This design comes from an exercise in tuning for small area, a short achievable clock period and few clock cycles on the open sky130 flow, not from production work.
Function was checked by simulation only, so behaviour that the tests miss may differ from the original.

run 1:
## resolve_core
module resolve_core (
    input  wire        clk,
    input  wire        rst,             
    input  wire        start,
    input  wire [9:0]  cand_lag,
    input  wire [9:0]  lag_min,
    input  wire [9:0]  max_dist,
    input  wire [7:0]  subthr_pct,
    output reg         busy,
    output reg  [9:0]  dt_addr,
    input  wire [9:0]  dt_data,
    output reg         done,
    output reg         err,
    output reg  [9:0]  corr_lag,
    output reg  [9:0]  divisor
);
    localparam PH_IDLE = 2'd0;
    localparam PH_DIVD = 2'd1;
    localparam PH_DIVT = 2'd2;
    localparam PH_RUN  = 2'd3;
    localparam T_NONE = 2'd0;
    localparam T_K1   = 2'd1;       
    localparam T_KW   = 2'd2;       
    reg [1:0]  ph;
    reg        kmode;               
    reg [9:0]  c_r;
    reg [11:0] th_t;
    reg [6:0]  th_r;
    reg [2:0]  mcnt;
    reg [9:0]  wdm1;
    reg [9:0]  wim1;
    reg [11:0] wr;
    reg [11:0] wb;                  
    reg [2:0]  ul;                  
    reg [12:0] ds;                  
    reg        ucont;               
    reg [2:0]  lp;                  
    reg [1:0]  ta_kind, tb_kind;
    reg        ta_last, tb_last;
  ...
For scale: ~2,400 cells after synthesis, about 180 flip-flops, about 84 I/O pins, ~17,000 um2 of cells after synthesis.
clock: 10.0 ns
lec_check: 0
abc_clock_period_in_ps: 6000
cap_margin: 20
core_margin: 2
core_utilization: 55
setup_slack_margin: 3
slew_margin: 20
run.sh (not shown) runs the stock make flow with config.mk's settings and CLKGATE_MAP_FILE= SYNTH_SCRIPT=/design/flow/synth_recipe.tcl, a recipe that flattens the netlist after the stock synthesis.
Testbench counts of run 1, summed over its fixed seeds: cycles 9,493.
> inputs changed (run 1 -> run 2)
# run 1
export LEC_CHECK = 0
export ABC_CLOCK_PERIOD_IN_PS = 6000
export CAP_MARGIN = 20
export CORE_MARGIN = 2
export CORE_UTILIZATION = 55
export SETUP_SLACK_MARGIN = 3
export SLEW_MARGIN = 20
create_clock -name core_clock -period 10.0 [get_ports {clk}]
# run 2
export LEC_CHECK = 0
export ABC_CLOCK_PERIOD_IN_PS = 5000
export CAP_MARGIN = 20
export CORE_MARGIN = 2
export CORE_UTILIZATION = 40
export SETUP_SLACK_MARGIN = 4.5
export SLEW_MARGIN = 20
create_clock -name core_clock -period 10.0 [get_ports {clk}]
Notes after the runs:
- Run 2 has total track usage below what run 1 had.
- Against run 1, run 2 reports a relative area of non-clock buffer cells in the final design that is higher.
- The total non-filler cell area in the finished layout in run 2 is 1.08 times that in run 1.
- For the endpoint arrival time on the critical path, run 2 came in 750 ps lower than run 1 did.
- Delta (run 2 minus run 1): pin count of the biggest net entering global routing has increased, clock-buffer cell count has increased.

========
Setup of the reference run:
Another version of the RTL of resolve_core (not shown whole).
Size: about 2300 cells after synthesis, ~160 flip-flops, roughly 84 I/O pins, roughly 17000 um^2 of cells after synthesis.
export LEC_CHECK = 0
export CAP_MARGIN = 5
export CORE_MARGIN = 2
export CORE_UTILIZATION = 50
export CTS_BUF_LIST = sky130_fd_sc_hd__clkbuf_8
export SETUP_SLACK_MARGIN = 5
export SLEW_MARGIN = 5
export TNS_END_PERCENT = 100
create_clock -name core_clock -period 10.0 [get_ports {clk}]
standard.sh (not shown) runs the stock make flow with config.mk's settings and CLKGATE_MAP_FILE= SYNTH_SCRIPT=/design/flow/synth_recipe.tcl, a recipe that flattens the netlist after the stock synthesis.
==> flow/flow/run.sh <==
#!/bin/bash
# The standard layout, with plain buffers (buf_2) on the ports instead of the
# buffer ORFS picks by default. Everything else is the standard flow.
set -euo pipefail
export BUFFER_PORTS_ARGS="-buffer_cell sky130_fd_sc_hd__buf_2"
bash standard.sh > standard.log 2>&1
In summary, the reference run completed successfully, with a layout that passed the timing, design-rule and antenna checks.
Testbench counts of the reference run, summed over its fixed seeds: cycles 9,371.
diff inputs: the reference run => the trial run
-- flow/config.mk --
<<< the reference run, line 9
export CORE_MARGIN = 2
export CORE_UTILIZATION = 50
export CTS_BUF_LIST = sky130_fd_sc_hd__clkbuf_8
export SETUP_SLACK_MARGIN = 5
export SLEW_MARGIN = 5
>>> the trial run, line 9
export CORE_MARGIN = 2
export CORE_UTILIZATION = 50
export SETUP_SLACK_MARGIN = 5
export SLEW_MARGIN = 5
Results
From the reference run to the trial run the numbers moved as follows: area of all placed cells without fillers shows an increase of 0.51%, fraction of met3 tracks used by global routing shows an increase of 0.39 points, sequential share of layout area shows no meaningful change.
The global-route usage was comparable across the trial run and the reference run.
In the trial run, buffers inserted during post-CTS setup optimization is lower than in the reference run.

[port drivers added, routing unchanged]
The flow's constraints put no driver on any port. The routed layouts listed below were extracted and timed again, unchanged, in two steps. Step 1 assumes that a clkbuf_16 drives the clock port and a buf_2 every other input. Step 2 adds t to the input delays and takes it off the output delays; t is the mean of the earliest and latest rising clock arrival at the registers after step 1. Input paths then give back, and output paths get back, about the clock's delay inside the block. a / b / c = ideal ports / drivers / drivers and shift; a / b = the first two.
run	t (ns)	setup slack, ns	hold WS [ns]	worst data-port slew with drivers (ns)	cell pins on the clock port's net
run 1	0.510	3.286 / 3.285 / 3.126	0.431 / 0.431 / 0.431	0.04	1
run 2	0.564	4.125 / 4.125 / 3.941	0.414 / 0.414 / 0.414	0.04	1
the reference run	0.573	5.130 / 5.165 / 4.592	0.439 / 0.439 / 0.439	0.06	1
the trial run	0.510	5.087 / 5.119 / 4.616	0.432 / 0.432 / 0.432	0.06	1
After both steps every run listed still meets setup and hold. The setup slack of the reference run, which loses most, moves by +0.035 ns with the drivers and by -0.538 ns with both steps.
